Source: an optimization exercise on an open RTL-to-GDS flow (aim: small area, a short achievable clock period and few clock cycles). Production flows keep margins and buffers that such runs may drop. The RTL was checked by simulation tests, not by an equivalence proof against the original design. Power is estimated from default activity; no workload was simulated.

==> flow/design.v (excerpt) <==
module mdfu_ser_rx (
    input  wire       clk,
    input  wire       rst,         
    input  wire       dir_rsp,     
    input  wire       in_valid,
    input  wire [7:0] in_byte,
    output wire       in_ready,
    output reg        res_valid,
    input  wire       res_ready,
    output reg  [3:0] res_kind,    
    output reg  [3:0] res_sub,     
    output wire [4:0] res_seq,
    output wire       res_flag,    
    output wire [7:0] res_code,    
    output wire [5:0] res_len,     
    input  wire [5:0] rd_addr,
    output wire [7:0] rd_data
);
    localparam CAP  = 64;          
    localparam DCAP = 60;          
    localparam [7:0] START = 8'h56;
    localparam [7:0] END   = 8'h9E;
    localparam [7:0] ESC   = 8'hCC;
    localparam [3:0] K_PKT      = 4'h0;
    localparam [3:0] K_CHECKSUM = 4'h1;
    localparam [3:0] K_BADCMD   = 4'h3;
    localparam [3:0] K_BADSTS   = 4'h4;
    localparam [3:0] K_FRAMING  = 4'h6;
    localparam [3:0] K_SHORT    = 4'h7;
    localparam [3:0] FE_BAD_ESCAPE = 4'h3;
    localparam [3:0] FE_TOO_SHORT  = 4'h4;
    localparam [3:0] FE_OVERFLOW   = 4'h6;
    reg        in_frame;
    reg        esc;         
    reg        bad;         
    reg  [6:0] rcnt;        
  ...
Size in the first run: roughly 1500 cells after synthesis, roughly 550 flip-flops, about 57 I/O pins, ~0.022 mm2 of cells after synthesis.
Settings: LEC_CHECK=0, CAP_MARGIN=20, CORE_MARGIN=2, CORE_UTILIZATION=40, PLACE_DENSITY=0.75, SETUP_SLACK_MARGIN=5, SLEW_MARGIN=20, SYNTH_HIERARCHICAL=1, SYNTH_MINIMUM_KEEP_SIZE=0, TNS_END_PERCENT=1; clock period 10.0 ns.
standard.sh (not shown) runs the stock make flow with config.mk's settings and CLKGATE_MAP_FILE= SYNTH_SCRIPT=/design/flow/synth_recipe.tcl, a recipe that flattens the netlist after the stock synthesis.
==> flow/flow/run.sh <==
#!/bin/bash
# Layout flow: the standard ORFS flow, with clock-tree synthesis told
# to build larger sink clusters from clkbuf_16 and not to add dummy loads,
# and port buffers started from the smallest buffer.
set -euo pipefail
export CTS_ARGS="-sink_clustering_enable -repair_clock_nets -sink_clustering_size 25 -sink_clustering_max_diameter 80 -buf_list sky130_fd_sc_hd__clkbuf_16 -dont_use_dummy_load"
export BUFFER_PORTS_ARGS="-buffer_cell sky130_fd_sc_hd__buf_1"
bash standard.sh > orfs_make.log 2>&1
The first run produced a clean layout.
Testbench counts at the start, summed over its fixed seeds: cycles 31,403.
Change:
CORE_UTILIZATION = 55   (was 40)
TNS_END_PERCENT = 5   (was 1)
The new run finished clean. Cell area shrinks slightly. Area after synthesis does not change. Setup slack loses 0.43 ns. Power shrinks slightly.
Change:
CORE_UTILIZATION = 40   (was 55)
SETUP_SLACK_MARGIN = 4.3   (was 5)
TNS_END_PERCENT = default   (was 5)
First-iteration DRC count is higher by 3.0%.
Count of clock-buffer cells in the layout is unchanged.
Total power is higher by 0.51%.
Global-route usage is lower by 7.0 points.
Sequential power stays flat.
Wire length is higher by 2.4%.
Synthesized area is unchanged.
Change:
TNS_END_PERCENT = 5   (was default)
Outcome:
- The new run went through all stages and came out clean
- clock-buffer cell count stays the same
- setup slack loses 0.034 ns
- clock power hardly moves
- routed wire length goes down by 1.3%
- design area goes down by 0.57%
- first-iteration DRC count goes up by 2.3%

mdfu_ser_rx, a different RTL version from the one above (not shown whole).
Size in the first run: roughly 1200 cells after synthesis, about 550 flip-flops.
==> flow/config.mk <==
export PLATFORM = sky130hd
export DESIGN_NAME = mdfu_ser_rx
export DESIGN_NICKNAME = mdfu_ser_rx
export VERILOG_FILES = /design/flow/design.v
export SDC_FILE = /design/flow/constraint.sdc
export NUM_CORES = 4
export LEC_CHECK = 0
export CAP_MARGIN = 20
export CORE_MARGIN = 2
export CORE_UTILIZATION = 40
export SETUP_SLACK_MARGIN = 4.5
export SLEW_MARGIN = 20
==> flow/constraint.sdc <==
create_clock -name core_clock -period 10.0 [get_ports {clk}]
set_input_delay 2.0000 -clock core_clock [delete_from_list [all_inputs] [get_ports {clk}]]
set_output_delay 2.0000 -clock core_clock [all_outputs]
set_load 0.01 [all_outputs]
run.sh (not shown) runs the stock make flow with config.mk's settings and CLKGATE_MAP_FILE= SYNTH_SCRIPT=/design/flow/synth_recipe.tcl, a recipe that flattens the netlist after the stock synthesis.
Stock flow here: none of the scripts above is used.
Testbench counts at the start, summed over its fixed seeds: cycles 31,403.
Then changed:
CORE_UTILIZATION = 65   (was 40)
CTS_BUF_LIST = sky130_fd_sc_hd__clkbuf_16   (was not set)
CTS_CLUSTER_DIAMETER = 80   (was not set)
CTS_CLUSTER_SIZE = 25   (was not set)
SETUP_SLACK_MARGIN = 5   (was 4.5)
What happened:
- The new run went through all stages and came out clean
- clock power falls by 42%
- global-route usage climbs by 9.6 points
- cell area fell by 4.6%
Then changed:
CORE_UTILIZATION = 40   (was 65)
SETUP_SLACK_MARGIN = 4.3   (was 5)
Result: Sequential share of layout area falls by 0.85 points; synthesized cell count stays the same; clock power grows by roughly a tenth; total power came out higher by a few percent; cell area came out higher slightly; global-route usage decreases by 9.7 points.
Then changed:
CTS_BUF_LIST = not set   (was sky130_fd_sc_hd__clkbuf_16)
CTS_CLUSTER_DIAMETER = not set   (was 80)
CTS_CLUSTER_SIZE = not set   (was 25)
SETUP_SLACK_MARGIN = not set   (was 4.3)
=>
- The changed run passed the timing, DRC and antenna checks
- maximum frequency shrinks by 19%
- count of clock-buffer cells in the layout rose by 36
- utilization rises by 0.58 points
- clock skew hardly moves
- cell count grows by 1.3%
- synthesized area does not change
Then changed:
CTS_BUF_LIST = sky130_fd_sc_hd__clkbuf_16   (was not set)
CTS_CLUSTER_DIAMETER = 80   (was not set)
CTS_CLUSTER_SIZE = 25   (was not set)
SETUP_SLACK_MARGIN = 4.0   (was not set)
After rerunning: Die area stays the same; count of clock-buffer cells in the layout went down by 35; total power went down by 20%; wire length went up by 4.8%.

The RTL this note starts from:
==> flow/design.v <==
module mdfu_ser_rx (
    input  wire       clk,
    input  wire       rst,         
    input  wire       dir_rsp,     
    input  wire       in_valid,
    input  wire [7:0] in_byte,
    output wire       in_ready,
    output reg        res_valid,
    input  wire       res_ready,
    output reg  [3:0] res_kind,    
    output reg  [3:0] res_sub,     
    output wire [4:0] res_seq,
    output wire       res_flag,    
    output wire [7:0] res_code,    
    output wire [5:0] res_len,     
    input  wire [5:0] rd_addr,
    output wire [7:0] rd_data
);
    localparam CAP  = 64;          
    localparam DCAP = 60;          
    localparam [7:0] START = 8'h56;
    localparam [7:0] END   = 8'h9E;
    localparam [7:0] ESC   = 8'hCC;
    localparam [3:0] K_PKT      = 4'h0;
    localparam [3:0] K_CHECKSUM = 4'h1;
    localparam [3:0] K_BADCMD   = 4'h3;
    localparam [3:0] K_BADSTS   = 4'h4;
    localparam [3:0] K_FRAMING  = 4'h6;
    localparam [3:0] K_SHORT    = 4'h7;
    localparam [3:0] FE_BAD_ESCAPE = 4'h3;
    localparam [3:0] FE_TOO_SHORT  = 4'h4;
    localparam [3:0] FE_OVERFLOW   = 4'h6;
    reg        in_frame;
    reg        esc;         
    reg        bad;         
    reg  [6:0] rcnt;        
    reg  [2:0] hs;          
    reg  [5:0] dp;          
    reg  [7:0] b0, b1;      
    reg [15:0] sum;         
    reg  [4:0] seq;
    reg        flag;
    reg  [7:0] code;
    reg  [7:0] dbuf [0:DCAP-1];
    assign in_ready = !res_valid || res_ready;
    assign res_seq  = seq;
    assign res_flag = flag;
    assign res_code = code;
    assign res_len  = dp;
    assign rd_data  = dbuf[rd_addr];
    wire take     = in_valid && in_ready;
    wire is_start = (in_byte == START);
    wire is_end   = (in_byte == END);
    wire is_esc   = (in_byte == ESC);
    wire pair_ok  = (in_byte == 8'hA9) || (in_byte == 8'h61) || (in_byte == 8'h33);
    wire body     = take && in_frame && !is_start && !is_end && (rcnt != CAP);
    wire overflow = take && in_frame && !is_start && !is_end && (rcnt == CAP);
    wire ubyte    = body && (esc ? pair_ok : !is_esc);
    wire [7:0] u  = esc ? ~in_byte : in_byte;
    wire        full = hs[2];                        
    wire        par  = full ? dp[0] : hs[0];         
    wire [15:0] sum_add = par ? {b1, 8'h00} : {8'h00, b1};
    wire csum_ok = (~sum == {b0, b1});
    wire code_ok = (code >= 8'h01) && (code <= 8'h05);
    always @(posedge clk) begin
        if (ubyte && full)
            dbuf[dp] <= b1;
    end
    always @(posedge clk) begin
        if (rst) begin
            in_frame  <= 1'b0;
            esc       <= 1'b0;
            bad       <= 1'b0;
            rcnt      <= 7'd0;
            hs        <= 3'd0;
            dp        <= 6'd0;
            sum       <= 16'd0;
            res_valid <= 1'b0;
            res_kind  <= 4'd0;
            res_sub   <= 4'd0;
        end else begin
            if (res_valid && res_ready)
                res_valid <= 1'b0;
            if (take && is_start) begin
                in_frame <= 1'b1;
                esc      <= 1'b0;
                bad      <= 1'b0;
                rcnt     <= 7'd0;
                hs       <= 3'd0;
                dp       <= 6'd0;
                sum      <= 16'd0;
            end else if (take && in_frame && is_end) begin
                in_frame  <= 1'b0;
                res_valid <= 1'b1;
                if (bad || esc) begin
                    res_kind <= K_FRAMING;
                    res_sub  <= FE_BAD_ESCAPE;
                end else if (hs < 3'd2) begin
                    res_kind <= K_FRAMING;
                    res_sub  <= FE_TOO_SHORT;
                end else if (!csum_ok) begin
                    res_kind <= K_CHECKSUM;
                    res_sub  <= 4'd0;
                end else if (!full) begin
                    res_kind <= K_SHORT;
                    res_sub  <= 4'd0;
                end else if (!code_ok) begin
                    res_kind <= dir_rsp ? K_BADSTS : K_BADCMD;
                    res_sub  <= 4'd0;
                end else begin
                    res_kind <= K_PKT;
                    res_sub  <= 4'd0;
                end
            end else if (overflow) begin
                in_frame  <= 1'b0;
                res_valid <= 1'b1;
                res_kind  <= K_FRAMING;
                res_sub   <= FE_OVERFLOW;
            end else if (body) begin
                rcnt <= rcnt + 7'd1;
                if (esc) begin
                    esc <= 1'b0;
                    if (!pair_ok)
                        bad <= 1'b1;
                end else if (is_esc) begin
                    esc <= 1'b1;
                end
                if (ubyte) begin
                    if (!full)
                        hs <= hs + 3'd1;
                    else
                        dp <= dp + 6'd1;
                    if (hs >= 3'd2)
                        sum <= sum + sum_add;
                end
            end
        end
    end
    always @(posedge clk) begin
        if (ubyte) begin
            b0 <= u;
            b1 <= b0;
            if (hs == 3'd2) begin
                seq  <= b1[4:0];
                flag <= dir_rsp ? b1[6] : b1[7];
            end
            if (hs == 3'd3)
                code <= b1;
        end
    end
endmodule
export LEC_CHECK = 0
export CAP_MARGIN = 20
export CORE_MARGIN = 2
export CORE_UTILIZATION = 40
export SETUP_SLACK_MARGIN = 4.3
export SLEW_MARGIN = 20
create_clock -name core_clock -period 10.0 [get_ports {clk}]
standard.sh (not shown) runs the stock make flow with config.mk's settings and CLKGATE_MAP_FILE= SYNTH_SCRIPT=/design/flow/synth_recipe.tcl, a recipe that flattens the netlist after the stock synthesis.
Scripts as last shown in full above: flow/flow/run.sh
The first run finished clean.
Testbench counts at the start, summed over its fixed seeds: cycles 31,403.
==> next run, changes <==
==> flow/run.sh (new file) <==
#!/bin/bash
# synth_recipe.tcl (not shown) runs the flow's synth.tcl, then flattens the netlist and writes it again
# the make line also repeats each setting of config.mk as NAME=value (left out here)
make -C /OpenROAD-flow-scripts/flow DESIGN_CONFIG=/design/flow/config.mk WORK_HOME=/design/flow/orfs CLKGATE_MAP_FILE= SYNTH_SCRIPT=/design/flow/synth_recipe.tcl finish
- CTS_BUF_LIST: default -> sky130_fd_sc_hd__clkbuf_16
- CTS_CLUSTER_DIAMETER: default -> 80
- CTS_CLUSTER_SIZE: default -> 25
- SETUP_SLACK_MARGIN: 4.3 -> 5
removed: flow/flow/run.sh
removed: flow/standard.sh
The new run completed with no timing, DRC or antenna violations. Wire length went down by 1.5%. Cell count grows by 1.1%. Non-clock buffer count rises by 1. Clock-buffer cell count grows by 1. Setup slack is better by 0.031 ns.

[re-timing with driven ports]
Ports are ideal in the flow. The routed layouts listed here were re-timed in OpenROAD.
Step 1 sets driving cells, clkbuf_16 on the clock port and buf_2 on the other inputs (assumed; they add their load-dependent delay and slew).
Step 2 adds t to the input delays and takes it off the output delays; t is the mean of the earliest and latest rising clock arrival at the registers after step 1. Input paths then give back, and output paths get back, about the clock's delay inside the block.
Slacks: no drivers / after step 1 / after step 2; pairs: no drivers / after step 1.
| run | t, ns | setup WS [ns] | slew at the worst register clock pin (ns) |
|---|---|---|---|
| the first run of note 1 | 0.625 | 4.168 / 4.042 / 4.042 | 0.10 / 0.10 |
| the second run of note 1 | 0.627 | 3.738 / 3.688 / 3.688 | 0.10 / 0.10 |
| the third run of note 1 | 0.623 | 4.085 / 4.033 / 4.033 | 0.10 / 0.10 |
| the fourth run of note 1 | 0.619 | 4.051 / 4.010 / 4.010 | 0.10 / 0.10 |
| the first run of note 2 | 0.651 | 4.001 / 3.730 / 3.730 | 0.06 / 0.06 |
| the second run of note 2 | 0.623 | 3.983 / 3.719 / 3.719 | 0.10 / 0.10 |
| the third run of note 2 | 0.643 | 4.120 / 3.671 / 3.671 | 0.10 / 0.10 |
| the fourth run of note 2 | 0.659 | 2.779 / 2.741 / 2.741 | 0.07 / 0.07 |
| the fifth run of note 2 | 0.635 | 3.977 / 3.687 / 3.387 | 0.10 / 0.10 |
| the first run of note 3 | 0.629 | 4.015 / 3.799 / 3.799 | 0.10 / 0.10 |
| the second run of note 3 | 0.664 | 4.046 / 3.738 / 3.738 | 0.10 / 0.10 |
After both steps setup and hold are still met in every run listed. The setup slack of the fifth run of note 2, which loses most, moves by -0.290 ns with the drivers and by -0.590 ns with both steps.
